This design comes from an exercise in tuning for small area, a short achievable clock period and few clock cycles on the open sky130 flow, not from production work.
In this exercise RTL edits were held to simulation tests only and were not proved equivalent to the original.
Power is estimated from default activity; no workload was simulated.

==> flow/design.v <==
module gmc4_core (
    input  wire       clk,
    input  wire       rst,
    input  wire       cmd_valid,
    output wire       cmd_ready,
    input  wire [2:0] cmd_op,
    input  wire [7:0] cmd_addr,
    input  wire [3:0] cmd_data,
    output reg  [3:0] rdata,
    output reg  [4:0] step_delay,
    output reg  [3:0] reg_a,
    output reg  [3:0] reg_b,
    output reg  [3:0] reg_y,
    output reg  [3:0] reg_z,
    output reg  [6:0] pc,
    output reg        flag,
    output reg  [3:0] display,
    output reg  [6:0] leds,
    output reg  [4:0] sound,
    output reg        halted,
    output reg        waiting
);
    localparam [2:0] CMD_STEP  = 3'd0,
                     CMD_SET   = 3'd1,
                     CMD_GET   = 3'd2,
                     CMD_KEY   = 3'd3,
                     CMD_HALT  = 3'd4,
                     CMD_SOFT  = 3'd5,
                     CMD_HARD  = 3'd6,
                     CMD_START = 3'd7;
    localparam [4:0] SND_NONE  = 5'd0,
                     SND_END   = 5'd1,
                     SND_ERROR = 5'd2,
                     SND_SHORT = 5'd3,
                     SND_LONG  = 5'd4;
    reg  [511:0] mem;           
    reg  [3:0]   sh_a, sh_b, sh_y, sh_z;
    reg          key_valid;
    reg  [3:0]   key_val;
    reg          runlatch;
    reg          rdy;           
    reg  [4:0]   rs0, rs1, rs2, rs3;
    reg  [1:0]   rot;
    reg          get_oor;       
    assign cmd_ready = rdy;
    wire accept   = cmd_valid && rdy;
    wire hard_rst = rst || (accept && cmd_op == CMD_HARD);
    wire [127:0] bank0, bank1, bank2, bank3;
    genvar gi;
    generate
        for (gi = 0; gi < 32; gi = gi + 1) begin : g_bank
            assign bank0[4*gi +: 4] = mem[4*(4*gi+0) +: 4];
            assign bank1[4*gi +: 4] = mem[4*(4*gi+1) +: 4];
            assign bank2[4*gi +: 4] = mem[4*(4*gi+2) +: 4];
            assign bank3[4*gi +: 4] = mem[4*(4*gi+3) +: 4];
        end
    endgenerate
    wire [3:0] q0 = bank0[{rs0, 2'b00} +: 4];
    wire [3:0] q1 = bank1[{rs1, 2'b00} +: 4];
    wire [3:0] q2 = bank2[{rs2, 2'b00} +: 4];
    wire [3:0] q3 = bank3[{rs3, 2'b00} +: 4];
    reg  [3:0] op, n1, n2;
    always @(*) begin
        case (rot)
            2'd0: begin op = q0; n1 = q1; n2 = q2; end
            2'd1: begin op = q1; n1 = q2; n2 = q3; end
            2'd2: begin op = q2; n1 = q3; n2 = q0; end
            default: begin op = q3; n1 = q0; n2 = q1; end
        endcase
    end
    wire [63:0] win = mem[4*8'h50 +: 64];
    wire [3:0]  m   = win[{reg_y, 2'b00} +: 4];
    wire [3:0]  mem_5e = mem[4*8'h5E +: 4];
    wire [2:0]  mem_5f = mem[4*8'h5F +: 3];
    wire [4:0] sum_am = {1'b0, reg_a} + {1'b0, m};
    wire [4:0] dif_am = {1'b0, reg_a} - {1'b0, m};
    wire [4:0] sum_ai = {1'b0, reg_a} + {1'b0, n1};
    wire [4:0] sum_yi = {1'b0, reg_y} + {1'b0, n1};
    wire [5:0] dem_m    = (m > 4'd9) ? ({2'b00, m} - 6'd6) : {2'b00, m};
    wire [5:0] dem_d    = dem_m - {2'b00, reg_a};
    wire [5:0] dem_sub  = dem_d[5] ? (dem_d + 6'd10) : dem_d;
    wire [5:0] dep_s    = {2'b00, m} + {2'b00, reg_a};
    wire [5:0] dep_add  = (dep_s > 6'd9) ? (dep_s + 6'd6) : dep_s;
    wire is_step = accept && cmd_op == CMD_STEP;
    wire exec    = is_step && !halted && !(waiting && !key_valid);
    wire       is_set  = accept && cmd_op == CMD_SET && !cmd_addr[7];
    wire       win_we  = exec && (op == 4'h4 || (op == 4'hE && n1[3:1] == 3'b111));
    wire [3:0] win_wd  = (op == 4'h4) ? reg_a : (n1[0] ? dep_add[3:0] : dem_sub[3:0]);
    wire [3:0] set_wd  = hard_rst ? 4'hF : cmd_data;
    wire [3:0] wwin_wd = hard_rst ? 4'hF : ((cmd_op == CMD_SET) ? cmd_data : win_wd);
    generate
        for (gi = 0; gi < 128; gi = gi + 1) begin : g_cell
            if (gi >= 8'h50 && gi < 8'h60) begin : g_w
                wire we = hard_rst || (is_set && cmd_addr[6:0] == gi)
                          || (win_we && reg_y == (gi - 8'h50));
                always @(posedge clk)
                    if (we) mem[4*gi +: 4] <= wwin_wd;
            end else begin : g_n
                wire we = hard_rst || (is_set && cmd_addr[6:0] == gi);
                always @(posedge clk)
                    if (we) mem[4*gi +: 4] <= set_wd;
            end
        end
    endgenerate
    wire ka_take = key_valid || runlatch;
    wire [6:0] pc1 = pc + 7'd1;
    wire [6:0] pc2 = pc + 7'd2;
    wire [6:0] pc3 = pc + 7'd3;
    wire [6:0] tgt = {n1[2:0], n2};
    reg  [6:0] npc;
    always @(*) begin
        if (op == 4'hF)
            npc = flag ? tgt : pc3;
        else if (op[3])
            npc = pc2;
        else if (op == 4'h0 && !ka_take)
            npc = pc;
        else
            npc = pc1;
    end
    function [19:0] rows;
        input [6:0] x;
        reg   [4:0] r0, r1;
        begin
            r0 = x[6:2];
            r1 = x[6:2] + 5'd1;
            rows = {r0,
                    (x[1:0] > 2'd2) ? r1 : r0,
                    (x[1:0] > 2'd1) ? r1 : r0,
                    (x[1:0] > 2'd0) ? r1 : r0};
        end
    endfunction
    wire [19:0] rows_pc  = rows(pc);
    wire [19:0] rows_pc1 = rows(pc1);
    wire [19:0] rows_pc2 = rows(pc2);
    wire [19:0] rows_pc3 = rows(pc3);
    wire [19:0] rows_tgt = rows(tgt);
    wire [19:0] rows_get = rows(cmd_addr[6:0]);
    reg  [19:0] nrows;
    always @(*) begin
        if (op == 4'hF)
            nrows = flag ? rows_tgt : rows_pc3;
        else if (op[3])
            nrows = rows_pc2;
        else if (op == 4'h0 && !ka_take)
            nrows = rows_pc;
        else
            nrows = rows_pc1;
    end
    always @(posedge clk) begin
        if (hard_rst) begin
            rdy        <= 1'b1;
            {rs3, rs2, rs1, rs0} <= 20'd0;
            rot        <= 2'd0;
            get_oor    <= 1'b0;
            reg_a      <= 4'd0;
            reg_b      <= 4'd0;
            reg_y      <= 4'd0;
            reg_z      <= 4'd0;
            sh_a       <= 4'd0;
            sh_b       <= 4'd0;
            sh_y       <= 4'd0;
            sh_z       <= 4'd0;
            pc         <= 7'd0;
            flag       <= 1'b1;
            display    <= 4'd0;
            leds       <= 7'd0;
            sound      <= SND_NONE;
            halted     <= 1'b0;
            waiting    <= 1'b0;
            key_valid  <= 1'b0;
            key_val    <= 4'd0;
            runlatch   <= 1'b0;
            rdata      <= 4'd0;
            step_delay <= 5'd0;
        end else if (!rdy) begin
            rdata <= get_oor ? 4'd0 : op;
            {rs3, rs2, rs1, rs0} <= rows_pc;
            rot   <= pc[1:0];
            rdy   <= 1'b1;
        end else if (accept) begin
            case (cmd_op)
                CMD_STEP: begin
                    step_delay <= 5'd0;
                    if (exec) begin
                        pc       <= npc;
                        {rs3, rs2, rs1, rs0} <= nrows;
                        rot      <= npc[1:0];
                        runlatch <= 1'b0;
                        flag     <= 1'b1;
                        case (op)
                            4'h0: begin   
                                if (ka_take) begin
                                    reg_a     <= key_valid ? key_val : 4'd0;
                                    key_valid <= 1'b0;
                                    flag      <= 1'b0;
                                    waiting   <= 1'b0;
                                end else begin
                                    waiting   <= 1'b1;
                                end
                            end
                            4'h1: display <= reg_a;                        
                            4'h2: begin                                      
                                reg_a <= reg_b;
                                reg_b <= reg_a;
                                reg_y <= reg_z;
                                reg_z <= reg_y;
                            end
                            4'h3: begin                                      
                                reg_a <= reg_y;
                                reg_y <= reg_a;
                            end
                            4'h4: ;                                          
                            4'h5: reg_a <= m;                                
                            4'h6: begin                                      
                                reg_a <= sum_am[3:0];
                                flag  <= sum_am[4];
                            end
                            4'h7: begin                                      
                                reg_a <= dif_am[3:0];
                                flag  <= dif_am[4];
                            end
                            4'h8: reg_a <= n1;                               
                            4'h9: begin                                      
                                reg_a <= sum_ai[3:0];
                                flag  <= sum_ai[4];
                            end
                            4'hA: reg_y <= n1;                               
                            4'hB: begin                                      
                                reg_y <= sum_yi[3:0];
                                flag  <= sum_yi[4];
                            end
                            4'hC: flag <= (reg_a != n1);                     
                            4'hD: flag <= (reg_y != n1);                     
                            4'hE: begin                                      
                                case (n1)
                                    4'h0: display <= 4'd0;                   
                                    4'h1: if (reg_y[2:0] != 3'd7)            
                                              leds[reg_y[2:0]] <= 1'b1;
                                    4'h2: if (reg_y[2:0] != 3'd7)            
                                              leds[reg_y[2:0]] <= 1'b0;
                                    4'h3: ;                                  
                                    4'h4: reg_a <= ~reg_a;                   
                                    4'h5: begin                              
                                        reg_a <= sh_a;  sh_a <= reg_a;
                                        reg_b <= sh_b;  sh_b <= reg_b;
                                        reg_y <= sh_y;  sh_y <= reg_y;
                                        reg_z <= sh_z;  sh_z <= reg_z;
                                    end
                                    4'h6: begin                              
                                        reg_a <= {1'b0, reg_a[3:1]};
                                        flag  <= ~reg_a[0];
                                    end
                                    4'h7: sound <= SND_END;                  
                                    4'h8: sound <= SND_ERROR;                
                                    4'h9: sound <= SND_SHORT;                
                                    4'hA: sound <= SND_LONG;                 
                                    4'hB: sound <= (reg_a >= 4'd1 && reg_a <= 4'd14)
                                                   ? {1'b1, reg_a} : SND_NONE;   
                                    4'hC: step_delay <= {1'b0, reg_a} + 5'd1;    
                                    4'hD: leds <= {mem_5f, mem_5e};          
                                    4'hE: reg_y <= reg_y - 4'd1;             
                                    4'hF: reg_y <= reg_y - 4'd1;             
                                endcase
                            end
                            default: ;                                       
                        endcase
                    end
                end
                CMD_GET: begin
                    {rs3, rs2, rs1, rs0} <= rows_get;
                    rot     <= cmd_addr[1:0];
                    get_oor <= cmd_addr[7];
                    rdy     <= 1'b0;
                end
                CMD_KEY: begin
                    key_valid <= 1'b1;
                    key_val   <= cmd_data;
                    waiting   <= 1'b0;
                end
                CMD_HALT: begin
                    halted  <= 1'b1;
                    waiting <= 1'b0;
                end
                CMD_SOFT: begin
                    pc      <= 7'd0;
                    {rs3, rs2, rs1, rs0} <= 20'd0;
                    rot     <= 2'd0;
                    halted  <= 1'b0;
                    waiting <= 1'b0;
                end
                CMD_START: runlatch <= cmd_data[0];
                default: ;   
            endcase
        end
    end
endmodule
==> flow/flow/run.sh <==
#!/bin/bash
# Standard layout (the standard.sh: unchanged synthesis, floorplan, place,
# CTS, route), with the resizer's setup target tightened: repair_timing works
# until the setup slack is at least SETUP_SLACK_MARGIN. The clock period and
# the constraints stay the design's. CTS adds no dummy loads. Each tool's
# output is in orfs/logs/.
set -euo pipefail
bash standard.sh SETUP_SLACK_MARGIN=7.75 \
  "CTS_ARGS=-sink_clustering_enable -repair_clock_nets -dont_use_dummy_load" \
  finish > standard.log 2>&1
==> flow/standard.sh <==
#!/bin/bash
# synth_recipe.tcl (not shown) runs the flow's synth.tcl, then flattens the netlist and writes it again
# the make line also repeats each setting of config.mk as NAME=value (left out here)
make -C /OpenROAD-flow-scripts/flow DESIGN_CONFIG=/design/flow/config.mk WORK_HOME=/design/flow/orfs CLKGATE_MAP_FILE= SYNTH_SCRIPT=/design/flow/synth_recipe.tcl "${@:-finish}"
==> flow/config.mk <==
export PLATFORM = sky130hd
export DESIGN_NAME = gmc4_core
export DESIGN_NICKNAME = gmc4_core
export VERILOG_FILES = /design/flow/design.v
export SDC_FILE = /design/flow/constraint.sdc
export NUM_CORES = 4
export LEC_CHECK = 0
export CAP_MARGIN = 20
export CORE_MARGIN = 2
export CORE_UTILIZATION = 60
export SLEW_MARGIN = 20
==> flow/constraint.sdc <==
create_clock -name core_clock -period 12.0 [get_ports {clk}]
set_input_delay 2.4000 -clock core_clock [delete_from_list [all_inputs] [get_ports {clk}]]
set_output_delay 2.4000 -clock core_clock [all_outputs]
set_load 0.01 [all_outputs]
==> impl_metrics.ini, run 1 <==
[timing]
timing.final.max_slew_violations = 0
fin_worst_skew_ps = 23.6
setup_slack_of_the_critical_path_after_layout_ps = 7450
fmaxAchievable_ghz = 0.220
fin_tns_setup_ps = 0
grt_setup_unrepaired = yes
layout_worst_path_cycle_share_pct = 37.9
min_period_ps = 4550
finalSetupViolCount = 0
worstMarginPinSlew_ps = 1030
slew_headroom_pct = 31.0
final_hold_viol_count = 0

[global_routing]
antenna_found_initial = 0
gr-total-overflow = 0
first_pass_grt_wire_length_mm = 138
tot_gr_track_use_pct = 35.6
via_count_of_the_first_global_routing_pass = 20600
largest_net_degree_at_the_start_of_global_routing = 79

[detailed_routing]
post-route-drc-count = 0
postRouteWirelength_mm = 93.7
via_count = 21300
m1WireLength_mm = 36.0
wl_met3_mm = 9.85
avgViaCountPerCell = 7.03
drtIter0Drc = 2964
final_antenna_net_count = 0
detail_route.wl_per_cell_um = 30.9
maxUsedRoutingLayer = met4
drtPass1Iterations = 9
routed-wl-met2_mm = 43.7

[cts]
clk-insertion-delay-late_ps = 630
cts.sinks = 609
cts_hold_buf = 0
clk_pin_slew_worst_paths_ps = 60
tritoncts = built
cts-root-buf = clkbuf_16
h_tree_levels = 2
tritoncts.num_buffers = 60
max_clock_buf_depth = 3

[finish]
drive_gt1_share_pct = 32.1
num-nets-final = 2435
flow.area_growth_from_synthesis_pct = 19.7
layout.filler_cells = 3308
multi_input_comb_area_um2 = 13600
register_area_um2 = 17400
final_core_utilization_pct = 72.5

[setup_path]
rr_worst_depth = 15
critical_path.startpoint_type = flip-flop
setup.worst_path.class = reg -> reg
critical_path_peak_fanout = 8
timing.critical_path.arrival_ps = 5080
end_kind = flip-flop
reg2reg_to = reg_y[3]$_SDFFE_PP0P_
crit-reg2reg-launch = rs2[1]$_SDFFE_PP0P_
r2r_setup_slack_ps = 7450
critPathRequiredTime_ps = 12530

[synth]
avgSynthCellArea_um2 = 13.7
postSynth.topFlopCell = edfxtp_1
async_reset_ff_share_pct = 0
synth_fp_nets = 2280
synth_seq_area_share_pct = 57.3
yosysWarnings = 1
synthCells = 2210
post_synth_num_cell_types = 84
number_of_enable_flip_flop_cells_after_synthesis = 512
yosys_register_bits = 609
netlist_area_pre_place_um2 = 30200

[pwr]
p_per_area_nw_per_um2 = 176
power_leakage_nw = 11.6
fin_total_pwr_mw = 6.38
peakVddDrop_mv = 0.137

[min_path]
hold_end = step_delay[4]$_SDFFE_PP0P_
hold_wc_startpoint = step_delay[4]$_SDFFE_PP0P_
hold_path.class = reg -> reg
hold_path_depth = 2

[floorplanning]
die_height_um = 229
core_region_area_um2 = 50000
die_w_um = 229
placement_rows = 82
initial_utilization_pct = 60.5
die_area_um2 = 52200
ports_placed_on_the_boundary = 70

[placement]
dp_slack_ps = 6040
hpwlAfterDp_mm = 58.6
gp_congestion = 0.977
portBuffers = 69

[job]
maxCapViolations = 0

[run_status]
outcome = finished clean
-- worst max-delay path, stage by stage, from the launching register on --
cell and delay (ps):
dfxtp_4 480, buf_12 140, buf_16 130, mux4_2 540, mux4_2 580, mux2_4 320
mux4_2 560, ha_4 210, a21o_1 190, a21oi_2 160, xnor2_1 140, o21ai_1 90
a32o_2 290, o211ai_1 80, or3b_4 390, a21oi_2 150
-- through the flow --
step | area (um^2) | hold WS (ps) | std cells
after floorplan | 30700 | 431 | 2210
after global placement | 31700 | 440 | 2817
after detailed placement | 31700 | 446 | 2818
after CTS | 35200 | 453 | 2971
after global routing | 36200 | 472 | 3035
final | 36200 | 458 | 3036
-- Yosys cell counts (17+ instances only) --
| library cell | n | area [um^2] |
|---|---|---|
| nand3_1 | 52 | 260 |
| o211ai_1 | 21 | 158 |
| mux2_2 | 26 | 293 |
| nor3_1 | 31 | 155 |
| nor2_1 | 128 | 480 |
| mux4_2 | 190 | 4280 |
| mux2i_1 | 44 | 440 |
| edfxtp_1 | 512 | 15400 |
| a211oi_1 | 29 | 218 |
| o221ai_1 | 34 | 298 |
| buf_2 | 17 | 85.1 |
| a21oi_1 | 111 | 556 |
| xnor2_1 | 51 | 447 |
| inv_1 | 38 | 143 |
| xor2_1 | 42 | 368 |
| ha_1 | 47 | 588 |
| nand2_1 | 151 | 567 |
| o21ai_0 | 167 | 836 |
| a22oi_1 | 19 | 143 |
| clkbuf_1 | 128 | 480 |
| dfxtp_1 | 97 | 1940 |
-- sequential cells by signal (all words and copies together) (netlist names), 5 cells and up, named ones only --
| signal | flops |
|---|---|
| step_delay | 5 |
| rs0 | 5 |
| sound | 5 |
| rs2 | 5 |
| mem | 512 |
| rs1 | 5 |
| rs3 | 5 |
| pc | 7 |
-- cell families after synthesis --
logic type / Yosys count / share of synthesized area (%)
AO/OA/AOI/OAI: 509 / 10.8
multiplexers: 260 / 16.6
buffers and inverters: 215 / 3.10
XOR/XNOR: 93 / 2.69
adder cells (fa/ha/maj): 52 / 2.28
AND/OR/NAND/NOR: 472 / 7.32
flip-flops: 609 / 57.3
-- how the worst max path moves through the flow --
stage	start	end	slack (ps)	cells after the start
floorplan	reg_y[0]$_SDFFE_PP0P_	mem[322]$_DFFE_PP_	7670	17
global placement	cmd_op[2]	rs1[3]$_SDFFE_PP0P_	6110	10
detailed placement	cmd_op[2]	reg_a[2]$_SDFFE_PP0P_	6040	9
CTS	rs2[1]$_SDFFE_PP0P_	flag$_SDFFE_PP1P_	7490	14
global route	rs2[1]$_SDFFE_PP0P_	reg_y[3]$_SDFFE_PP0P_	7400	15
finish	rs2[1]$_SDFFE_PP0P_	reg_y[3]$_SDFFE_PP0P_	7450	15
-- cells in the final DEF, fill, tap and decap left out, types with 16 or more instances in the layout --
cell type	instances
buf_12	22
buf_4	127
a22oi_1	16
a21oi_1	106
nor2_1	120
nand2_2	23
o21ai_1	23
clkbuf_16	60
a211oi_1	27
dfxtp_1	83
clkdlybuf4s50_1	61
o221ai_1	18
mux2i_1	41
o21ai_0	46
o211ai_1	21
inv_1	33
mux2_2	19
xor2_1	40
ha_1	32
nand2_1	121
buf_6	24
edfxtp_1	512
nand3_1	46
nor3_1	25
xnor2_1	51
o21ai_2	88
mux4_2	191
-- routing by layer --
layer	up-vias	track usage, %
li1	9012	-
met4	0	14.6
met2	1359	55.3
met1	10700	50.2
met3	235	6.71
met5	-	0
-- power by group --
part           internal (mW)  total [mW]  switching [mW]
logic                  0.898        2.10            1.20
registers               2.53        2.67           0.140
clock network          0.869        1.61           0.740
-- final cells by class --
type / instances / area share, %
Sequential cell: 609 / 47.9
Inverter: 41 / 0.435
Multi-Input combinational cell: 1392 / 37.6
Tap cell: 672 / 2.32
Timing Repair Buffer: 261 / 7.59
Antenna cell: 1 / 0.00691
Clock buffer: 60 / 4.15
-- timing repair --
item                                    in CTS  in global routing
endpoints found under the setup margin    1122                883
cloned                                      14                  1
hold endpoints to repair                     0                  0
pin swaps                                   45                 43
resized for setup                          247                111
buffers inserted                            79                 63
Testbench counts, summed over its fixed seeds: cycles 42,055.
==> inputs of run 2 (changes only) <==
==> flow/flow/run.sh (replaced) <==
#!/bin/bash
# Standard layout (the standard.sh: unchanged synthesis, floorplan, place,
# CTS, route), with the resizer's setup target tightened: repair_timing works
# until the setup slack is at least SETUP_SLACK_MARGIN. The clock period and
# the constraints stay the design's. Each tool's output is in orfs/logs/.
set -euo pipefail
bash standard.sh SETUP_SLACK_MARGIN=7.5 finish > standard.log 2>&1
==> run 2 against run 1 <==
  * Still clean on timing, DRC and antenna
  * Die area stayed put
  * Sequential share of layout area is 0.41 points higher
  * Cell area decreased by 0.94%
  * Via count is 0.99% lower
  * Critical path depth fell by 13
  * Critical path type is now reg -> out
  * Critical endpoint is now reg_y[3]
==> impl_metrics.ini, run 2 <==
[run_status]
outcome = finished clean

[synth]
yosys_register_bits = 609
yosys-top-cells-area = edfxtp_1 51%, mux4_2 14%, dfxtp_1 6.4%
post_synth_num_cell_types = 84
synthTopCellsByCount = 512 x edfxtp_1, 190 x mux4_2, 167 x o21ai_0
most_used_standard_cell_by_instance_count_after_synthesis = edfxtp_1
synthCells = 2210
async_reset_ff_share_pct = 0
netlist.top_cell.by_area = edfxtp_1
netlist_area_pre_place_um2 = 30200
yosysWarnings = 1
number_of_enable_flip_flop_cells_after_synthesis = 512
postSynth.topFlopCell = edfxtp_1
synth.top_cell.area_share_pct = 50.8
synth_fp_nets = 2280
synth_seq_area_share_pct = 57.3
avgSynthCellArea_um2 = 13.7

[global_routing]
largest_net_degree_at_the_start_of_global_routing = 85
via_count_of_the_first_global_routing_pass = 20400
first_pass_grt_wire_length_mm = 134
gr-total-overflow = 0
tot_gr_track_use_pct = 34.1
antenna_found_initial = 1

[finish]
antenna-diode-count = 0
multi_input_comb_area_um2 = 13200
most_used_cells_in_the_layout_excluding_fill_and_tap_cells = 512 x edfxtp_1, 190 x mux4_2, 124 x nand2_1
drive_gt1_share_pct = 30.4
layout.filler_cells = 3351
register_area_um2 = 17300
largest_registers = mem (512), pc (7)
post-route-cell-area_um2 = 35900
largest_reg_flops = 512
fin_cells = 3046
num-nets-final = 2392
mostFrequentLayoutCell = edfxtp_1
flow.area_growth_from_synthesis_pct = 18.6
final_core_utilization_pct = 71.8
largest_reg_by_ff_count = mem

[detailed_routing]
m1WireLength_mm = 35.4
postRouteWirelength_mm = 92.3
drtPass1Iterations = 6
drtIter0Drc = 2880
final_antenna_net_count = 0
wl_met3_mm = 9.61
maxUsedRoutingLayer = met5
routed-wl-met2_mm = 43.7
via_count = 21100
post-route-drc-count = 0
avgViaCountPerCell = 6.93
detail_route.wl_per_cell_um = 30.3

[setup_path]
rr_worst_depth = 15
critPathRequiredTime_ps = 9600
r2r_setup_slack_ps = 7490
crit-reg2reg-launch = rs3[1]$_SDFFE_PP0P_
reg2reg_to = reg_a[3]$_SDFFE_PP0P_
end_kind = output pin
critical_path.startpoint_type = flip-flop
critical_path_peak_fanout = 10
setup.worst_path.class = reg -> out
timing.critical_path.arrival_ps = 2110

[min_path]
hold_path.class = reg -> reg
hold_end = sh_b[3]$_SDFFE_PP0P_
hold_wc_startpoint = sh_b[3]$_SDFFE_PP0P_
hold_path_depth = 2

[floorplanning]
initial_utilization_pct = 60.5
core_region_area_um2 = 50000
die_height_um = 229
die_area_um2 = 52200
die_w_um = 229
placement_rows = 82
ports_placed_on_the_boundary = 70

[pwr]
power_leakage_nw = 11.4
p_per_area_nw_per_um2 = 184
fin_total_pwr_mw = 6.60
peakVddDrop_mv = 0.158

[timing]
finalSetupViolCount = 0
slew_headroom_pct = 30.6
worstMarginPinSlew_ps = 1030
setup_slack_of_the_critical_path_after_layout_ps = 7490
final_hold_viol_count = 0
min_period_ps = 4510
layout_worst_path_cycle_share_pct = 37.6
grt_setup_unrepaired = yes
fin_tns_setup_ps = 0
fin_worst_skew_ps = 16.5
whs_ps = 455
timing.final.max_slew_violations = 0
fmaxAchievable_ghz = 0.222

[cts]
tritoncts.num_buffers = 61
clk_pin_slew_worst_paths_ps = 60
h_tree_levels = 2
cts-root-buf = clkbuf_16
clk-insertion-delay-late_ps = 640
max_clock_buf_depth = 3
cts.sinks = 609
tritoncts = built

[placement]
gp_congestion = 0.939
portBuffers = 69
total_placed_instance_area_um2 = 31500
post-place-cells = 2823
hpwlAfterDp_mm = 58.0
dp_slack_ps = 5870

[job]
maxCapViolations = 0
[run 2: cell counts after synthesis]
Identical to the previous run, type by type.
[run 2: worst max path at each step]
stage                                      from               endpoint  slack [ps]
after floorplan                       cmd_op[1]     mem[101]$_DFFE_PP_        7330
after global placement                cmd_op[2]  reg_a[2]$_SDFFE_PP0P_        5990
after detailed placement              cmd_op[2]  reg_a[2]$_SDFFE_PP0P_        5870
after CTS                           cmd_addr[3]     mem[509]$_DFFE_PP_        7410
after global routing        rs1[0]$_SDFFE_PP0P_  reg_y[3]$_SDFFE_PP0P_        7360
final                     reg_y[3]$_SDFFE_PP0P_               reg_y[3]        7490
[run 2: timing repair]
item | 4_1_cts | 5_1_grt
endpoints found under the setup margin | 970 | 885
gates resized for setup | 228 | 108
hold buffers | 0 | 0
hold endpoints to repair | 0 | 0
pin swaps | 14 | 35
setup buffers | 38 | 54
cloned | 6 | 10
[run 2: routing by layer]
metal / vias to the layer above / GRT usage, %
met5: - / 0
met4: 2 / 11.6
met1: 10600 / 48.2
li1: 8975 / -
met2: 1354 / 54.2
met3: 222 / 5.99
[run 2: logic make-up after synthesis]
group	count (synthesis)	share of synthesized area (%)
fa+ha+maj	52	2.28
compound gates	509	10.8
buf+inv	215	3.10
xor+xnor	93	2.69
mux	260	16.6
flops	609	57.3
simple gates	472	7.32
[run 2: worst max-delay path: stages (launching register included)]
cell             delay, ps
dfxtp_1                640
buf_4                  290
clkdlybuf4s50_1        560
[run 2: cell type report]
cell class              instances  area share [%]
well taps                     672            2.34
multi-input cells            1390            36.9
clock buffers                  72            4.51
repair buffers                219            6.25
clock inverters                43            1.25
inverters                      41           0.429
flip-flops and latches        609            48.4
[run 2: report_power, final]
part           total [mW]  internal, mW  switching [mW]
sequential           2.68          2.53           0.143
combinational        1.98         0.824            1.15
clock                1.95          1.10           0.844
total                6.60          4.46            2.14
==> inputs of run 3 (changes only) <==
==> flow/flow/run.sh (replaced) <==
#!/bin/bash
# Standard layout (the standard.sh: unchanged synthesis, floorplan, place,
# CTS, route), with the resizer's setup target tightened: repair_timing works
# until the setup slack is at least SETUP_SLACK_MARGIN. The clock period and
# the constraints stay the design's. CTS adds no dummy loads and clusters up
# to 30 sinks per leaf buffer. Each tool's output is in orfs/logs/.
set -euo pipefail
bash standard.sh SETUP_SLACK_MARGIN=7.5 \
  "CTS_ARGS=-sink_clustering_enable -repair_clock_nets -dont_use_dummy_load -sink_clustering_size 30 -sink_clustering_max_diameter 100" \
  finish > standard.log 2>&1
==> run 3 against run 2 <==
  * Still clean on timing, DRC and antenna
  * Synthesized area unchanged
  * Hold slack improved by 8.8 ps
  * Maximum frequency decreased by 1.9%
  * Synthesized cell count unchanged
  * Combinational power decreased by 2%
  * Die area unchanged
  * Non-clock buffer count decreased by 22
  * Global-route usage decreased by 0.92 points
  * Total power decreased by 15%
  * Clock skew increased by 30 ps
  * Worst setup slack got worse by 88 ps
  * Wire length decreased by 2.6%
  * Critical endpoint is now mem[374]$_DFFE_PP_
  * Largest power group unchanged
==> impl_metrics.ini, run 3 <==
[pwr]
power.clock.fraction_pct = 17.7
power_leakage_nw = 10.6
pwr-share-seq_pct = 47.6
p_sw_share_pct = 33.8
fin_total_pwr_mw = 5.61
p_sw_mw = 1.90
peakVddDrop_mv = 0.169
share_comb_of_total_power_pct = 34.6
power.internal_mw = 3.71
p_per_area_nw_per_um2 = 165

[synth]
synthTopCellsByCount = 512 x edfxtp_1, 190 x mux4_2, 167 x o21ai_0
netlist_area_pre_place_um2 = 30200
synth_seq_area_share_pct = 57.3
synth_mux_area_share_pct = 16.6
synth_top_family_by_area = multiplexers
avgSynthCellArea_um2 = 13.7
synth_area_in_adders_pct = 2.28
netlist.top_cell.by_area = edfxtp_1
post_synth_xor_xnor_area_pct = 2.69
postSynth.topFlopCell = edfxtp_1
synth_fp_nets = 2280
fraction_of_the_mapped_netlist_area_in_compound_gates_pct = 10.8
synthCells = 2210
yosys_register_bits = 609
yosysWarnings = 1
post_synth_num_cell_types = 84
async_reset_ff_share_pct = 0
synth-simple-area-share_pct = 7.32
yosys-top-cells-area = edfxtp_1 51%, mux4_2 14%, dfxtp_1 6.4%
number_of_enable_flip_flop_cells_after_synthesis = 512
most_used_standard_cell_by_instance_count_after_synthesis = edfxtp_1
synth.top_cell.area_share_pct = 50.8

[detailed_routing]
final_antenna_net_count = 0
detail_route.wl_per_cell_um = 30.7
drtIter0Drc = 2738
via_count = 20800
drtPass1Iterations = 6
postRouteWirelength_mm = 90.0
avgViaCountPerCell = 7.09
post-route-drc-count = 0

[cts]
clk-insertion-delay-late_ps = 600
tritoncts.num_buffers = 26
cts.sinks = 609
cts-root-buf = clkbuf_16
max_clock_buf_depth = 3
h_tree_levels = 1
tritoncts = built
clk_pin_slew_worst_paths_ps = 90

[placement]
hpwlAfterDp_mm = 58.0
portBuffers = 69
gp_congestion = 0.939
total_placed_instance_area_um2 = 31500

[job]
maxCapViolations = 0

[floorplanning]
core_region_area_um2 = 50000
die_height_um = 229
die_area_um2 = 52200
placement_rows = 82
initial_utilization_pct = 60.5
ports_placed_on_the_boundary = 70
die_w_um = 229

[global_routing]
largest_net_degree_at_the_start_of_global_routing = 85
via_count_of_the_first_global_routing_pass = 19900
gr-total-overflow = 0
first_pass_grt_wire_length_mm = 131
antenna_found_initial = 0
tot_gr_track_use_pct = 33.2

[finish]
multi_input_comb_area_um2 = 13000
num-nets-final = 2335
largest_reg_flops = 512
largest_reg_by_ff_count = mem
post-route-cell-area_um2 = 34000
largest_registers = mem (512), pc (7)
layout.filler_cells = 3547
register_area_um2 = 17300
flow.area_growth_from_synthesis_pct = 12.5
mostFrequentLayoutCell = edfxtp_1
drive_gt1_share_pct = 25.7
antenna-diode-count = 0
most_used_cells_in_the_layout_excluding_fill_and_tap_cells = 512 x edfxtp_1, 190 x mux4_2, 123 x nand2_1

[setup_path]
timing.critical_path.arrival_ps = 5030
critical_path.startpoint_type = flip-flop
critical_path_peak_fanout = 8
critPathRequiredTime_ps = 12430
end_kind = flip-flop
setup.worst_path.class = reg -> reg

[run_status]
outcome = finished clean

[timing]
timing.final.max_slew_violations = 0
fin_tns_setup_ps = 0
layout_worst_path_cycle_share_pct = 38.3
worstMarginPinSlew_ps = 1120
final_hold_viol_count = 0
slew_headroom_pct = 24.9
fmaxAchievable_ghz = 0.217
fin_worst_skew_ps = 46.7
grt_setup_unrepaired = yes
min_period_ps = 4600
finalSetupViolCount = 0

[min_path]
hold_path.class = reg -> reg
==> run 3: cell count changes in the layout (fill, tap and decap cells not counted), moves of 6 or more <==
cell	delta
clkbuf_16	-36
o21ai_1	+30
o21ai_2	-30
buf_4	-19
clkinv_1	-10
clkinv_2	-8
clkbuf_1	-7
clkinvlp_4	-7
bufinv_16	-6
==> run 3: worst max-delay path, stage by stage (launching register included) <==
cell	delay, ps
dfxtp_4	400
buf_6	110
buf_12	120
mux4_2	520
mux4_2	630
buf_6	180
fa_2	410
xor2_4	220
ha_2	200
nand2b_1	50
a22o_1	220
o21ai_2	200
mux2_4	340
mux2i_4	170
a21oi_4	90
o211ai_1	210
buf_4	210
buf_8	160
==> run 3: cell families (layout without fill, tap and decap cells) <==
| kind of cell | count (synthesis) | count (layout) |
|---|---|---|
| AOI/OAI and AO/OA | 509 | 509 |
| adders and majority gates | 52 | 52 |
| muxes | 260 | 261 |
| xor gates and xnor gates | 93 | 93 |
| DFF | 609 | 609 |
| and+or+nand+nor | 472 | 475 |
| buffers and inverters | 215 | 264 |
==> run 3: power by group through the flow <==
stage               clock network, mW  logic, mW  registers [mW]
detailed placement                  0       1.56            2.70
finish                          0.994       1.94            2.67
floorplan                           0       1.12            2.61
global route                     1.07       2.03            2.68
global placement                    0       1.54            2.70
CTS                              1.00       1.69            2.66
==> run 3: repair_timing <==
action	4_1_cts	5_1_grt
setup endpoints to repair	976	285
endpoints found under the hold margin	0	0
gates resized for setup	200	83
buffers inserted	36	36
hold buffers	0	0
pin swaps	11	29
cloned	6	8
==> run 3: final timing paths <==
path                                            startpoint                         end  slack (ps)  depth (start not counted)
worst max register to register       reg_y[0]$_SDFFE_PP0P_          mem[374]$_DFFE_PP_        7400                         17
worst max-delay path                 reg_y[0]$_SDFFE_PP0P_          mem[374]$_DFFE_PP_        7400                         17
worst min register to register  step_delay[4]$_SDFFE_PP0P_  step_delay[4]$_SDFFE_PP0P_         460                          2
worst min-delay path            step_delay[4]$_SDFFE_PP0P_  step_delay[4]$_SDFFE_PP0P_         460                          2
==> run 3: area by class of cell <==
| class | count | area share, % |
|---|---|---|
| multi-input cells | 1390 | 38.2 |
| well taps | 672 | 2.47 |
| clock buffers | 26 | 1.91 |
| inverters | 41 | 0.453 |
| flip-flops and latches | 609 | 51.0 |
| repair buffers | 197 | 5.94 |
==> run 3: layer usage <==
metal | wire (um) | part of all wire, % | track usage, %
met5 | 0 | 0 | 0
met4 | 3540 | 3.9 | 11.5
met2 | 42500 | 47 | 53.0
met3 | 9050 | 10 | 4.88
met1 | 34900 | 39 | 47.2
==> run 3: per-stage QoR <==
step / worst slack, ps / hold slack (ps) / std cells / util, %
floorplan: 7330 / 431 / 2210 / -
global placement: 5990 / 446 / 2823 / 63.0
detailed placement: 5870 / 448 / 2823 / 63.0
CTS: 7400 / 464 / 2891 / 66.4
global route: 7320 / 488 / 2935 / 68.1
finish: 7400 / 464 / 2935 / 68.1
==> inputs of run 4 (changes only) <==
==> flow/flow/run.sh (replaced) <==
#!/bin/bash
# Standard layout (the standard.sh: unchanged synthesis, floorplan, place,
# CTS, route), with the resizer's setup target tightened: repair_timing works
# until the setup slack is at least SETUP_SLACK_MARGIN. The clock period and
# the constraints stay the design's. Every port still gets a buffer (buf_2).
# CTS adds no dummy loads and clusters up to 25 sinks per leaf buffer.
# Each tool's output is in orfs/logs/.
set -euo pipefail
bash standard.sh SETUP_SLACK_MARGIN=7.25 \
  "BUFFER_PORTS_ARGS=-buffer_cell sky130_fd_sc_hd__buf_2" \
  "CTS_ARGS=-sink_clustering_enable -repair_clock_nets -dont_use_dummy_load -sink_clustering_size 25 -sink_clustering_max_diameter 80" \
  finish > standard.log 2>&1
==> run 4 against run 3 <==
  * Synthesized area unchanged
  * Register-to-register slack lost 80 ps
  * Total power down 1.9%
  * Final cell count down 1.9%
  * Clock-buffer cell count grew 10
  * Wire length decreased by 3.3%
  * Still clean on timing, DRC and antenna
  * Largest cell class unchanged
  * Sequential share of layout area rose by 2.3 points
==> impl_metrics.ini, run 4 <==
[detailed_routing]
avgViaCountPerCell = 7.07
drtIter0Drc = 2639
via_count = 20400
drtPass1Iterations = 6
final_antenna_net_count = 0
detail_route.wl_per_cell_um = 30.2
postRouteWirelength_mm = 87.0
post-route-drc-count = 0

[global_routing]
m2_gr_usage_pct = 51.7
antenna_found_initial = 1
globalRoute.busiestLayer = met2
first_pass_grt_wire_length_mm = 128
via_count_of_the_first_global_routing_pass = 19400
grtUsageMet1_pct = 47.9
tot_gr_track_use_pct = 33.0
gr-total-overflow = 0
met3_usage_pct = 5.43
largest_net_degree_at_the_start_of_global_routing = 85

[placement]
portBuffers = 69
hpwlAfterDp_mm = 57.4
gp_congestion = 0.975

[finish]
num-nets-final = 2277
largest_reg_flops = 512
largest_registers = mem (512), pc (7)
most_used_cells_in_the_layout_excluding_fill_and_tap_cells = 512 x edfxtp_1, 190 x mux4_2, 147 x nand2_1
flow.area_growth_from_synthesis_pct = 7.43
multi_input_comb_area_um2 = 12300
layout.filler_cells = 3715
register_area_um2 = 17300
drive_gt1_share_pct = 20.9
largest_reg_by_ff_count = mem
mostFrequentLayoutCell = edfxtp_1

[pwr]
p_sw_mw = 1.80
p_sw_share_pct = 32.6
p_per_area_nw_per_um2 = 169
power.internal_mw = 3.70
peakVddDrop_mv = 0.169
power_leakage_nw = 10.2
pwr-share-seq_pct = 48.6
power.clock.fraction_pct = 21.3
share_comb_of_total_power_pct = 30.1

[synth]
synth_fp_nets = 2280
avgSynthCellArea_um2 = 13.7
synth.top_cell.area_share_pct = 50.8
netlist_area_pre_place_um2 = 30200
postSynth.topFlopCell = edfxtp_1
synthCells = 2210
synthTopCellsByCount = 512 x edfxtp_1, 190 x mux4_2, 167 x o21ai_0
synth_seq_area_share_pct = 57.3
async_reset_ff_share_pct = 0
netlist.top_cell.by_area = edfxtp_1
yosys_register_bits = 609
post_synth_num_cell_types = 84
yosys-top-cells-area = edfxtp_1 51%, mux4_2 14%, dfxtp_1 6.4%
number_of_enable_flip_flop_cells_after_synthesis = 512
most_used_standard_cell_by_instance_count_after_synthesis = edfxtp_1
yosysWarnings = 1

[floorplanning]
die_w_um = 229
die_height_um = 229
ports_placed_on_the_boundary = 70
die_area_um2 = 52200
core_region_area_um2 = 50000
initial_utilization_pct = 60.5
placement_rows = 82

[cts]
max_clock_buf_depth = 3
h_tree_levels = 2
cts.sinks = 609
cts-root-buf = clkbuf_16
cts_hold_buf = 0
clk_pin_slew_worst_paths_ps = 60
clk-insertion-delay-late_ps = 600
tritoncts = built
tritoncts.num_buffers = 36

[timing]
layout_worst_path_cycle_share_pct = 39.0
fin_worst_skew_ps = 75.9
finalSetupViolCount = 0
final_hold_viol_count = 0
worstMarginPinSlew_ps = 1210
fmaxAchievable_ghz = 0.214
whs_ps = 452
slew_headroom_pct = 19.3
timing.final.max_slew_violations = 0
grt_setup_unrepaired = yes
min_period_ps = 4680
fin_tns_setup_ps = 0

[min_path]
hold_path.class = reg -> reg
hold_path_depth = 2

[setup_path]
timing.critical_path.arrival_ps = 4840
setup.worst_path.class = in -> reg
rr_worst_depth = 11
critical_path.startpoint_type = input port
critical_path_peak_fanout = 11
end_kind = flip-flop
critPathRequiredTime_ps = 12150

[job]
maxCapViolations = 0

[run_status]
outcome = finished clean
-- run 4: cell counts after synthesis --
No cell type changed its count.
-- run 4: cell families after synthesis --
group / Yosys count / synth area share (%)
compound gates: 509 / 10.8
xor+xnor: 93 / 2.69
fa+ha+maj: 52 / 2.28
buf+inv: 215 / 3.10
flops: 609 / 57.3
mux: 260 / 16.6
simple gates: 472 / 7.32
-- run 4: critical path, cell delays in order --
cell and delay [ps]:
buf_2 180, nor3b_4 450, nand2_1 400, nor3b_2 430, nand2_1 330, o21ai_0 630
-- run 4: power by group through the flow --
| stage | sequential, mW | combinational [mW] | clock, mW |
|---|---|---|---|
| 4_1_cts | 2.67 | 1.56 | 1.18 |
| 3_5_place_dp | 2.71 | 1.52 | 0 |
| 6_report | 2.67 | 1.65 | 1.17 |
| 3_3_place_gp | 2.72 | 1.51 | 0 |
| 2_1_floorplan | 2.62 | 1.11 | 0 |
| 5_1_grt | 2.69 | 1.75 | 1.25 |
-- run 4: path summary, 6_finish.rpt --
path	end	from	slack, ps
hold reg to reg	step_delay[4]$_SDFFE_PP0P_	step_delay[4]$_SDFFE_PP0P_	450
setup reg to reg	rs0[4]$_SDFFE_PP0P_	rs1[0]$_SDFFE_PP0P_	7320
setup / recovery	mem[280]$_DFFE_PP_	cmd_op[2]	7320
hold / removal	step_delay[4]$_SDFFE_PP0P_	step_delay[4]$_SDFFE_PP0P_	450
-- run 4: cell type report --
type	instances	share of cell area [%]
Antenna cell	1	0.00770
Clock buffer	36	2.77
Inverter	41	0.474
Multi-Input combinational cell	1387	37.8
Sequential cell	609	53.3
Tap cell	672	2.59
Timing Repair Buffer	132	2.98
-- run 4: per-stage QoR --
| step | instance area (um^2) | std cells | worst slack [ps] | power [mW] | util [%] |
|---|---|---|---|---|---|
| 2_1_floorplan | 30300 | 2210 | 6650 | 3.73 | - |
| 3_3_place_gp | 31100 | 2821 | 6050 | 4.23 | 62.1 |
| 3_5_place_dp | 31100 | 2821 | 5910 | 4.24 | 62.1 |
| 4_1_cts | 32200 | 2862 | 7250 | 5.41 | 64.4 |
| 5_1_grt | 32500 | 2877 | 7110 | 5.69 | 65.0 |
| 6_report | 32500 | 2878 | 7320 | 5.50 | 65.0 |
-- run 4: what timing repair did --
item | 4_1_cts | 5_1_grt
buffers inserted | 4 | 11
resized for setup | 50 | 56
endpoints found under the setup margin | 611 | 648
pin swaps | 0 | 4
cloned | 1 | 3
-- run 4: layer usage --
metal	up-vias	share of wire [%]
li1	8647	-
met1	10200	39
met2	1290	47
met3	193	11
met4	0	3.3
met5	-	0
==> inputs of run 5 (changes only) <==
--- a/flow/flow/run.sh
+++ b/flow/flow/run.sh
@@ -8,3 +8,3 @@
 set -euo pipefail
-bash standard.sh SETUP_SLACK_MARGIN=7.25 \
+bash standard.sh SETUP_SLACK_MARGIN=7.5 \
   "BUFFER_PORTS_ARGS=-buffer_cell sky130_fd_sc_hd__buf_2" \
==> run 5 against run 4 <==
  * Synthesized area is the same
  * Largest cell class unchanged
  * Die area unchanged
  * Maximum frequency grew 1.4%
  * Final cell count grew 1.9%
  * Critical path type unchanged
  * Total power increased by 3.1%
  * Combinational power rose by about 10%
  * Via count increased by 0.83%
  * Sequential share of layout area is 1.5 points lower
  * Clock skew up 16 ps
  * Highest routed layer unchanged
  * Critical endpoint is now mem[265]$_DFFE_PP_
  * Clock power hardly changed
==> impl_metrics.ini, run 5 <==
[global_routing]
via_count_of_the_first_global_routing_pass = 19500
tot_gr_track_use_pct = 33.6
gr-total-overflow = 0
largest_net_degree_at_the_start_of_global_routing = 113
first_pass_grt_wire_length_mm = 131
antenna_found_initial = 0

[pwr]
fin_total_pwr_mw = 5.67
p_per_area_nw_per_um2 = 169
power_leakage_nw = 10.6
peakVddDrop_mv = 0.139

[finish]
antenna-diode-count = 0
num-nets-final = 2332
largest_registers = mem (512), pc (7)
largest_reg_by_ff_count = mem
flow.area_growth_from_synthesis_pct = 10.6
most_used_cells_in_the_layout_excluding_fill_and_tap_cells = 512 x edfxtp_1, 190 x mux4_2, 142 x nand2_1
mostFrequentLayoutCell = edfxtp_1
final_core_utilization_pct = 67.0
drive_gt1_share_pct = 25.6
fin_cells = 2932
largest_reg_flops = 512
post-route-cell-area_um2 = 33500

[cts]
clk-insertion-delay-late_ps = 610
cts.sinks = 609
tritoncts.num_buffers = 35
clk_pin_slew_worst_paths_ps = 90
tritoncts = built
cts-root-buf = clkbuf_16
h_tree_levels = 2
max_clock_buf_depth = 3

[detailed_routing]
drtIter0Drc = 2802
avgViaCountPerCell = 7.00
final_antenna_net_count = 0
detail_route.wl_per_cell_um = 30.0
post-route-drc-count = 0
via_count = 20500
postRouteWirelength_mm = 88.0
drtPass1Iterations = 5

[setup_path]
cpLargestDelayFamily = simple AND/OR/NAND/NOR gates
end_kind = flip-flop
critPathRequiredTime_ps = 12260
rr_worst_depth = 15
timing.critical_path.arrival_ps = 4880
setup.worst_path.class = in -> reg
critical_path_peak_fanout = 11
crit_path_cell_trace = buf_2 -> nor3b_4 -> nand2_1 -> nor3b_2 -> nand2_1 -> o21ai_1
worstPathBufferInverterCount = 1
critical_path.most_common_cell = nand2_1
critical_path.startpoint_type = input port
worstSetupPathDepth = 6
crit_slowest_cell = nor3b_2
highest_cell_delay_on_the_worst_timing_path_ps = 520

[timing]
timing.final.max_slew_violations = 0
fin_worst_skew_ps = 91.7
final_hold_viol_count = 0
slew_headroom_pct = 16.4
worstMarginPinSlew_ps = 1250
grt_setup_unrepaired = yes
min_period_ps = 4620
fin_tns_setup_ps = 0
layout_worst_path_cycle_share_pct = 38.5
fmaxAchievable_ghz = 0.217
finalSetupViolCount = 0

[synth]
yosys-top-cells-area = edfxtp_1 51%, mux4_2 14%, dfxtp_1 6.4%
synth_seq_area_share_pct = 57.3
yosys_register_bits = 609
yosysWarnings = 1
number_of_enable_flip_flop_cells_after_synthesis = 512
avgSynthCellArea_um2 = 13.7
synthCells = 2210
post_synth_num_cell_types = 84
postSynth.topFlopCell = edfxtp_1
netlist.top_cell.by_area = edfxtp_1
synthTopCellsByCount = 512 x edfxtp_1, 190 x mux4_2, 167 x o21ai_0
async_reset_ff_share_pct = 0
most_used_standard_cell_by_instance_count_after_synthesis = edfxtp_1
synth_fp_nets = 2280
synth.top_cell.area_share_pct = 50.8
netlist_area_pre_place_um2 = 30200

[min_path]
hold_path_depth = 2
hold_path.class = reg -> reg

[job]
maxCapViolations = 0

[placement]
total_placed_instance_area_um2 = 31100
hpwlAfterDp_mm = 57.3
post-place-cells = 2814
portBuffers = 69
gp_congestion = 0.965

[floorplanning]
die_area_um2 = 52200
ports_placed_on_the_boundary = 70
die_w_um = 229
initial_utilization_pct = 60.5
placement_rows = 82
die_height_um = 229
core_region_area_um2 = 50000

[run_status]
outcome = finished clean
-- run 5: path summary, 6_finish.rpt --
check / endpoint / from / slack (ps)
setup / recovery: mem[265]$_DFFE_PP_ / cmd_op[2] / 7380
setup reg to reg: mem[358]$_DFFE_PP_ / reg_y[0]$_SDFFE_PP0P_ / 7550
hold reg to reg: step_delay[4]$_SDFFE_PP0P_ / step_delay[4]$_SDFFE_PP0P_ / 460
hold / removal: step_delay[4]$_SDFFE_PP0P_ / step_delay[4]$_SDFFE_PP0P_ / 460
-- run 5: worst reg2reg max path, stage by stage (launching register included) --
cell and delay (ps):
dfxtp_4 430, buf_6 150, mux4_2 540, mux4_2 590, buf_6 170, fa_2 580, inv_1 70, ha_1 230
a22o_1 230, o21ai_2 170, mux2_2 360, mux2i_1 140, a21oi_1 110, o211ai_1 180, buf_4 170, clkbuf_4 230
-- run 5: what timing repair did --
action / CTS / global route
hold buffers: 0 / 0
pin swaps: 5 / 25
cloned: 7 / 2
hold endpoints to repair: 0 / 0
endpoints found under the setup margin: 630 / 509
gates resized for setup: 73 / 107
buffers inserted: 34 / 39
-- run 5: area by class of cell --
type	instances	area, um^2
inverter	41	156
timing repair buffer	188	1580
tap	672	841
clock buffer	35	876
sequential	609	17300
multi-input combinational	1387	12700
fill	3599	16500
-- run 5: report_power, final --
group	switching, mW	internal, mW	total [mW]
Clock	0.653	0.521	1.17
Combinational	1.09	0.732	1.82
Sequential	0.142	2.53	2.67
-- run 5: logic make-up (layout without fill, tap and decap cells) --
logic type / after synthesis / count (layout) / synth area share, %
AOI/OAI and AO/OA: 509 / 509 / 10.8
xor gates and xnor gates: 93 / 93 / 2.69
adders and majority gates: 52 / 52 / 2.28
buffers and inverters: 215 / 264 / 3.10
DFF: 609 / 609 / 57.3
muxes: 260 / 261 / 16.6
and+or+nand+nor: 472 / 472 / 7.32
-- run 5: layer usage --
| metal | wire, um | up-vias | part of all wire [%] | global-route usage [%] |
|---|---|---|---|---|
| met3 | 7620 | 181 | 8.7 | 4.54 |
| met1 | 35900 | 10300 | 41 | 49.2 |
| met5 | 0 | - | 0 | 0 |
| met4 | 3190 | 0 | 3.6 | 11.2 |
| met2 | 41300 | 1242 | 47 | 52.8 |
| li1 | - | 8765 | - | - |
-- run 5: stage by stage --
step | worst slack [ps] | hold slack, ps
CTS | 7420 | 460
global placement | 6440 | 439
global route | 7280 | 475
detailed placement | 6350 | 450
finish | 7380 | 455
floorplan | 7330 | 431
==> inputs of run 6 (changes only) <==
--- a/flow/config.mk
+++ b/flow/config.mk
@@ -9,3 +9,3 @@
 export CORE_MARGIN = 2
-export CORE_UTILIZATION = 60
+export CORE_UTILIZATION = 65
 export SLEW_MARGIN = 20
==> run 6 against run 5 <==
  * Worst setup slack improved by 96 ps
  * Sequential power about the same
  * Still clean
  * Final cell count is 2.4% lower
  * Clock power is 9% lower
==> impl_metrics.ini, run 6 <==
[setup_path]
rr_worst_depth = 18
critical_path_peak_fanout = 8
critical_path.startpoint_type = flip-flop
end_kind = flip-flop
setup.worst_path.class = reg -> reg
cpLargestDelayFamily = multiplexers
critPathRequiredTime_ps = 12370
r2r_setup_slack_ps = 7480
timing.critical_path.arrival_ps = 4900
crit_path_cell_trace = buf_6 -> mux4_2 -> mux4_2 -> buf_12 -> ha_4 -> a2bb2oi_2 -> ha_1 -> xor2_1 -> ha_2 -> nor2_4 -> nor3_2 -> nor3_1 -> a21oi_1 -> o21ai_1 -> mux2i_1 -> o211ai_1 -> buf_4 -> buf_6
worstSetupPathDepth = 18
crit_slowest_cell = mux4_2
worstPathBufferInverterCount = 4
highest_cell_delay_on_the_worst_timing_path_ps = 620

[timing]
setup_slack_of_the_critical_path_after_layout_ps = 7480
fmaxAchievable_ghz = 0.221
fin_worst_skew_ps = 37.5
worstMarginPinSlew_ps = 1270
layout_worst_path_cycle_share_pct = 37.7
timing.final.max_slew_violations = 0
grt_setup_unrepaired = yes
finalSetupViolCount = 0
fin_tns_setup_ps = 0
whs_ps = 453
final_hold_viol_count = 0
slew_headroom_pct = 14.8
min_period_ps = 4520

[pwr]
p_sw_share_pct = 33.3
peakVddDrop_mv = 0.138
p_per_area_nw_per_um2 = 168
power.internal_mw = 3.73
p_sw_mw = 1.86
pwr-share-seq_pct = 48.0
power_leakage_nw = 10.6
share_comb_of_total_power_pct = 33.0
fin_total_pwr_mw = 5.59
power.clock.fraction_pct = 19.0

[synth]
most_used_standard_cell_by_instance_count_after_synthesis = edfxtp_1
synthTopCellsByCount = 512 x edfxtp_1, 190 x mux4_2, 167 x o21ai_0
post_synth_num_cell_types = 84
netlist.top_cell.by_area = edfxtp_1
yosys_register_bits = 609
number_of_enable_flip_flop_cells_after_synthesis = 512
synth.top_cell.area_share_pct = 50.8
yosysWarnings = 1
synth_fp_nets = 2280
postSynth.topFlopCell = edfxtp_1
avgSynthCellArea_um2 = 13.7
async_reset_ff_share_pct = 0
synth_seq_area_share_pct = 57.3
netlist_area_pre_place_um2 = 30200
synthCells = 2210
yosys-top-cells-area = edfxtp_1 51%, mux4_2 14%, dfxtp_1 6.4%

[finish]
post-route-cell-area_um2 = 33200
final_core_utilization_pct = 71.8
flow.area_growth_from_synthesis_pct = 9.89
antenna-diode-count = 0
multi_input_comb_area_um2 = 12600
layout.filler_cells = 3048
mostFrequentLayoutCell = edfxtp_1
largest_reg_by_ff_count = mem
num-nets-final = 2327
largest_reg_flops = 512
register_area_um2 = 17300
most_used_cells_in_the_layout_excluding_fill_and_tap_cells = 512 x edfxtp_1, 190 x mux4_2, 141 x nand2_1
drive_gt1_share_pct = 24.8
largest_registers = mem (512), pc (7)
fin_cells = 2862

[cts]
tritoncts = built
cts_hold_buf = 0
cts.sinks = 609
max_clock_buf_depth = 3
clk-insertion-delay-late_ps = 620
h_tree_levels = 1
tritoncts.num_buffers = 30
cts-root-buf = clkbuf_16
clk_pin_slew_worst_paths_ps = 100

[floorplanning]
initial_utilization_pct = 65.4
placement_rows = 79
die_w_um = 220
ports_placed_on_the_boundary = 70
die_area_um2 = 48300
core_region_area_um2 = 46300
die_height_um = 220

[detailed_routing]
avgViaCountPerCell = 7.26
detail_route.wl_per_cell_um = 30.2
drtPass1Iterations = 7
post-route-drc-count = 0
drtIter0Drc = 2929
via_count = 20800
postRouteWirelength_mm = 86.5
final_antenna_net_count = 0

[placement]
portBuffers = 69
dp_slack_ps = 6420
total_placed_instance_area_um2 = 31000
gp_congestion = 1.01
post-place-cells = 2748
hpwlAfterDp_mm = 56.1

[global_routing]
antenna_found_initial = 0
largest_net_degree_at_the_start_of_global_routing = 113
via_count_of_the_first_global_routing_pass = 19500
tot_gr_track_use_pct = 35.8
gr-total-overflow = 0
first_pass_grt_wire_length_mm = 127

[job]
maxCapViolations = 0

[min_path]
hold_path.class = reg -> reg
hold_path_depth = 2

[run_status]
outcome = finished clean
==> run 6: cell families after synthesis <==
group,Yosys count,synth area share (%)
DFF,609,57.3
AOI/OAI and AO/OA,509,10.8
and+or+nand+nor,472,7.32
muxes,260,16.6
buffers and inverters,215,3.10
xor gates and xnor gates,93,2.69
adders and majority gates,52,2.28
==> run 6: what timing repair did <==
| action | 4_1_cts | 5_1_grt |
|---|---|---|
| gates resized for setup | 62 | 94 |
| cloned | 5 | 4 |
| pin swaps | 10 | 25 |
| buffers inserted | 37 | 38 |
| setup endpoints to repair | 599 | 405 |
==> run 6: power groups by stage <==
stage               sequential [mW]  clock [mW]  combinational (mW)
global route                   2.69        1.13                1.93
global placement               2.71           0                1.51
floorplan                      2.61           0                1.12
detailed placement             2.72           0                1.52
finish                         2.68        1.06                1.84
CTS                            2.67        1.07                1.64
==> run 6: layout make-up <==
| class | count | share of cell area (%) |
|---|---|---|
| clock buffer | 30 | 2.26 |
| inverter | 41 | 0.463 |
| multi-input combinational | 1387 | 37.8 |
| sequential | 609 | 52.2 |
| tap | 607 | 2.29 |
| timing repair buffer | 188 | 4.99 |
==> run 6: routing by layer <==
| metal | track usage, % | vias up | wire, um |
|---|---|---|---|
| met5 | 0 | - | 0 |
| met4 | 10.6 | 0 | 3140 |
| met3 | 5.80 | 228 | 9550 |
| met2 | 57.5 | 1413 | 41100 |
| met1 | 51.3 | 10400 | 32600 |
| li1 | - | 8769 | - |
==> run 6: tightest hold or removal path, cell delays in order, from the launching register on <==
cell and delay [ps]:
dfxtp_1 310, nand2_1 50, a21oi_1 50
==> run 6: path summary, 6_finish.rpt <==
path	startpoint	to
hold reg to reg	step_delay[4]$_SDFFE_PP0P_	step_delay[4]$_SDFFE_PP0P_
setup reg to reg	reg_y[0]$_SDFFE_PP0P_	mem[359]$_DFFE_PP_
hold / removal	step_delay[4]$_SDFFE_PP0P_	step_delay[4]$_SDFFE_PP0P_
setup / recovery	reg_y[0]$_SDFFE_PP0P_	mem[359]$_DFFE_PP_
==> inputs of run 7 (changes only) <==
--- a/flow/design.v
+++ b/flow/design.v
@@ -90,2 +90,12 @@
     wire [3:0] wwin_wd = hard_rst ? 4'hF : ((cmd_op == CMD_SET) ? cmd_data : win_wd);
+    wire [7:0]  set_hi;      
+    wire [15:0] set_lo;      
+    generate
+        for (gi = 0; gi < 8; gi = gi + 1) begin : g_hi
+            assign set_hi[gi] = hard_rst || (is_set && cmd_addr[6:4] == gi);
+        end
+        for (gi = 0; gi < 16; gi = gi + 1) begin : g_lo
+            assign set_lo[gi] = hard_rst || (cmd_addr[3:0] == gi);
+        end
+    endgenerate
     generate
@@ -93,3 +103,3 @@
             if (gi >= 8'h50 && gi < 8'h60) begin : g_w
-                wire we = hard_rst || (is_set && cmd_addr[6:0] == gi)
+                wire we = (set_hi[gi / 16] && set_lo[gi % 16])
                           || (win_we && reg_y == (gi - 8'h50));
@@ -98,3 +108,3 @@
             end else begin : g_n
-                wire we = hard_rst || (is_set && cmd_addr[6:0] == gi);
+                wire we = set_hi[gi / 16] && set_lo[gi % 16];
                 always @(posedge clk)
--- a/flow/flow/run.sh
+++ b/flow/flow/run.sh
@@ -8,3 +8,3 @@
 set -euo pipefail
-bash standard.sh SETUP_SLACK_MARGIN=7.5 \
+bash standard.sh SETUP_SLACK_MARGIN=7.0 \
   "BUFFER_PORTS_ARGS=-buffer_cell sky130_fd_sc_hd__buf_2" \
--- a/flow/config.mk
+++ b/flow/config.mk
@@ -9,3 +9,3 @@
 export CORE_MARGIN = 2
-export CORE_UTILIZATION = 65
+export CORE_UTILIZATION = 60
 export SLEW_MARGIN = 20
==> run 7 against run 6 <==
  * Still clean on timing, DRC and antenna
  * Maximum frequency fell by 7.5%
  * Wire length decreased by 0.70%
  * Total power fell by 12%
  * Register-to-register slack worse by 370 ps
  * Highest routed layer is now met5
  * Global-route usage shrank 1.9 points
  * Clock skew up 56 ps
  * Sequential share of layout area grew 1.7 points
==> impl_metrics.ini, run 7 <==
[run_status]
outcome = finished clean

[cts]
cts.sinks = 609
tritoncts = built
cts-root-buf = clkbuf_16
clk-insertion-delay-late_ps = 600
clk_pin_slew_worst_paths_ps = 80
max_clock_buf_depth = 3
tritoncts.num_buffers = 34
h_tree_levels = 2
cts_hold_buf = 0

[synth]
netlist.top_cell.by_area = edfxtp_1
yosys_register_bits = 609
async_reset_ff_share_pct = 0
synth_seq_area_share_pct = 57.9
avgSynthCellArea_um2 = 13.9
post_synth_num_cell_types = 87
yosys-top-cells-area = edfxtp_1 51%, mux4_2 15%, dfxtp_1 6.5%
synth_fp_nets = 2223
yosysWarnings = 1
number_of_enable_flip_flop_cells_after_synthesis = 512
synthTopCellsByCount = 512 x edfxtp_1, 258 x nor2_1, 193 x mux4_2
synth.top_cell.area_share_pct = 51.4
postSynth.topFlopCell = edfxtp_1
synthCells = 2153
most_used_standard_cell_by_instance_count_after_synthesis = edfxtp_1
netlist_area_pre_place_um2 = 29900

[min_path]
hold_path_depth = 2
hold_path.class = reg -> reg

[global_routing]
gr-total-overflow = 0
antenna_found_initial = 1
via_count_of_the_first_global_routing_pass = 19400
tot_gr_track_use_pct = 33.9
largest_net_degree_at_the_start_of_global_routing = 103
first_pass_grt_wire_length_mm = 127

[finish]
largest_reg_flops = 512
most_used_cells_in_the_layout_excluding_fill_and_tap_cells = 512 x edfxtp_1, 256 x nor2_1, 193 x mux4_2
fin_cells = 2838
num-nets-final = 2246
mostFrequentLayoutCell = edfxtp_1
antenna-diode-count = 0
multi_input_comb_area_um2 = 12000
drive_gt1_share_pct = 20.7
largest_reg_by_ff_count = mem
largest_registers = mem (512), pc (7)
flow.area_growth_from_synthesis_pct = 7.45
register_area_um2 = 17300
layout.filler_cells = 3675

[pwr]
peakVddDrop_mv = 0.162
power_leakage_nw = 10.4
p_per_area_nw_per_um2 = 153

[floorplanning]
die_w_um = 227
initial_utilization_pct = 61.0
die_height_um = 227
die_area_um2 = 51700
core_region_area_um2 = 49100
placement_rows = 81
ports_placed_on_the_boundary = 70

[detailed_routing]
final_antenna_net_count = 0
drtIter0Drc = 2643
detail_route.wl_per_cell_um = 30.3
drtPass1Iterations = 6
via_count = 19800
post-route-drc-count = 0
avgViaCountPerCell = 6.97
postRouteWirelength_mm = 85.9

[timing]
fin_tns_setup_ps = 0
fin_worst_skew_ps = 93.4
min_period_ps = 4890
final_hold_viol_count = 0
slew_headroom_pct = 23.2
layout_worst_path_cycle_share_pct = 40.7
timing.final.max_slew_violations = 0
worstMarginPinSlew_ps = 1150
fmaxAchievable_ghz = 0.205
finalSetupViolCount = 0
grt_setup_unrepaired = yes

[setup_path]
end_kind = flip-flop
setup.worst_path.class = reg -> reg
critical_path.startpoint_type = flip-flop
timing.critical_path.arrival_ps = 5260
rr_worst_depth = 12
critPathRequiredTime_ps = 12370
critical_path_peak_fanout = 17

[placement]
gp_congestion = 0.998
post-place-cells = 2791
hpwlAfterDp_mm = 58.3
portBuffers = 69

[job]
maxCapViolations = 0
## run 7: cell types whose count changed in the layout (fill, tap and decap cells not counted), moves of 13 or more
cell / previous run / this run
o221ai_2: 14 / 0
buf_12: 15 / 1
buf_6: 16 / 2
o21ai_2: 13 / 0
nor2_1: 123 / 256
o21ai_1: 91 / 3
buf_4: 79 / 62
nand2_1: 141 / 109
## run 7: critical path, stage by stage, from the launching register on
cell	delay, ps
dfxtp_1	820
mux4_2	440
mux4_2	610
inv_1	200
o21ai_0	200
fa_1	440
xor2_1	190
ha_1	210
or4_1	540
a31oi_1	290
mux2i_1	150
o211ai_1	300
buf_4	300
## run 7: cells by family (layout without fill, tap and decap cells)
group	count (synthesis)	in the layout	synth area share (%)
flip-flops	609	609	57.9
buffers and inverters	202	221	2.80
multiplexers	267	268	17.1
AO/OA/AOI/OAI	415	415	9.47
AND/OR/NAND/NOR	515	516	7.72
XOR/XNOR	93	93	2.72
adder cells (fa/ha/maj)	52	52	2.30
## run 7: what timing repair did
action | in CTS | in global routing
gates resized for setup | 18 | 20
buffers inserted | 7 | 4
gates cloned | 1 | 1
pin swaps | 1 | 2
endpoints found under the setup margin | 191 | 126
## run 7: worst paths after layout
kind	startpoint	to	slack [ps]
worst min-delay path	step_delay[4]$_SDFFE_PP0P_	step_delay[4]$_SDFFE_PP0P_	450
worst max-delay path	reg_y[1]$_SDFFE_PP0P_	mem[343]$_DFFE_PP_	7110
worst max register to register	reg_y[1]$_SDFFE_PP0P_	mem[343]$_DFFE_PP_	7110
worst min register to register	step_delay[4]$_SDFFE_PP0P_	step_delay[4]$_SDFFE_PP0P_	450
## run 7: where the power goes
part           switching, mW  internal, mW
combinational          0.798         0.430
sequential            0.0872          2.47
clock                  0.630         0.507
total                   1.52          3.41
## run 7: through the flow
stage                     total power, mW  setup WS, ps  hold WS [ps]  cell area, um^2  util, %
after detailed placement             3.74          6160           443            31000     63.2
after global routing                 5.08          6960           472            32100     65.5
after CTS                            4.89          6910           454            32000     65.3
final                                4.92          7110           449            32100     65.5
after floorplan                      3.34          7020           451            30000        -
after global placement               3.73          6330           436            31000     63.1
## run 7: area by class of cell
cell class	instances	area share, %
well taps	664	2.58
flip-flops and latches	609	53.9
multi-input cells	1344	37.5
repair buffers	138	2.80
inverters	49	0.584
clock buffers	34	2.65
## run 7: per-layer routing
metal,part of all wire (%),routed length (um),track usage (%),vias to the layer above
li1,-,-,-,8445
met1,39,33400,47.2,9938
met2,47,40100,53.7,1155
met3,9.8,8450,6.27,253
met4,4.5,3890,13.1,4
met5,0.050,43,0,-
Testbench counts of run 7, summed over its fixed seeds: cycles 42,055.

## afterwards: timing with drivers on the ports
Ports are ideal in the flow. The routed layouts listed here were re-timed in OpenROAD. Step 1 (the two cells are an assumption about what drives the block):
set clk [get_ports {clk}]
set_driving_cell -lib_cell sky130_fd_sc_hd__clkbuf_16 $clk
set_driving_cell -lib_cell sky130_fd_sc_hd__buf_2 [delete_from_list [all_inputs] $clk]
Step 2, shift: input delay + t, output delay - t, t = (earliest + latest rising clock arrival at the registers) / 2. This alone moves slack from input paths to output paths. Three values: ideal, step 1, step 2; two values: the first two.
| run | t, ns | slack for setup (ns) | hold WS [ns] | worst setup path after step 2 | latest minus earliest clock arrival (ns) |
|---|---|---|---|---|---|
| run 1 | 0.680 | 7.449 / 7.449 / 7.095 | 0.458 / 0.458 / 0.458 | input to register | 0.025 / 0.025 |
| run 2 | 0.690 | 7.487 / 7.427 / 6.875 | 0.455 / 0.455 / 0.455 | input to register | 0.018 / 0.018 |
| run 3 | 0.631 | 7.399 / 7.399 / 6.914 | 0.464 / 0.464 / 0.464 | input to register | 0.046 / 0.047 |
| run 4 | 0.621 | 7.316 / 7.320 / 6.733 | 0.452 / 0.452 / 0.452 | input to register | 0.076 / 0.076 |
| run 5 | 0.627 | 7.381 / 7.424 / 6.797 | 0.455 / 0.455 / 0.455 | input to register | 0.092 / 0.092 |
| run 6 | 0.663 | 7.477 / 7.477 / 6.852 | 0.453 / 0.453 / 0.453 | input to register | 0.038 / 0.038 |
| run 7 | 0.612 | 7.110 / 7.110 / 6.581 | 0.449 / 0.449 / 0.449 | input to register | 0.094 / 0.094 |
After both steps setup and hold are still met in every run listed. For run 6, which loses most, drivers alone change the setup slack by 0.000 ns; drivers and shift together by -0.625 ns.
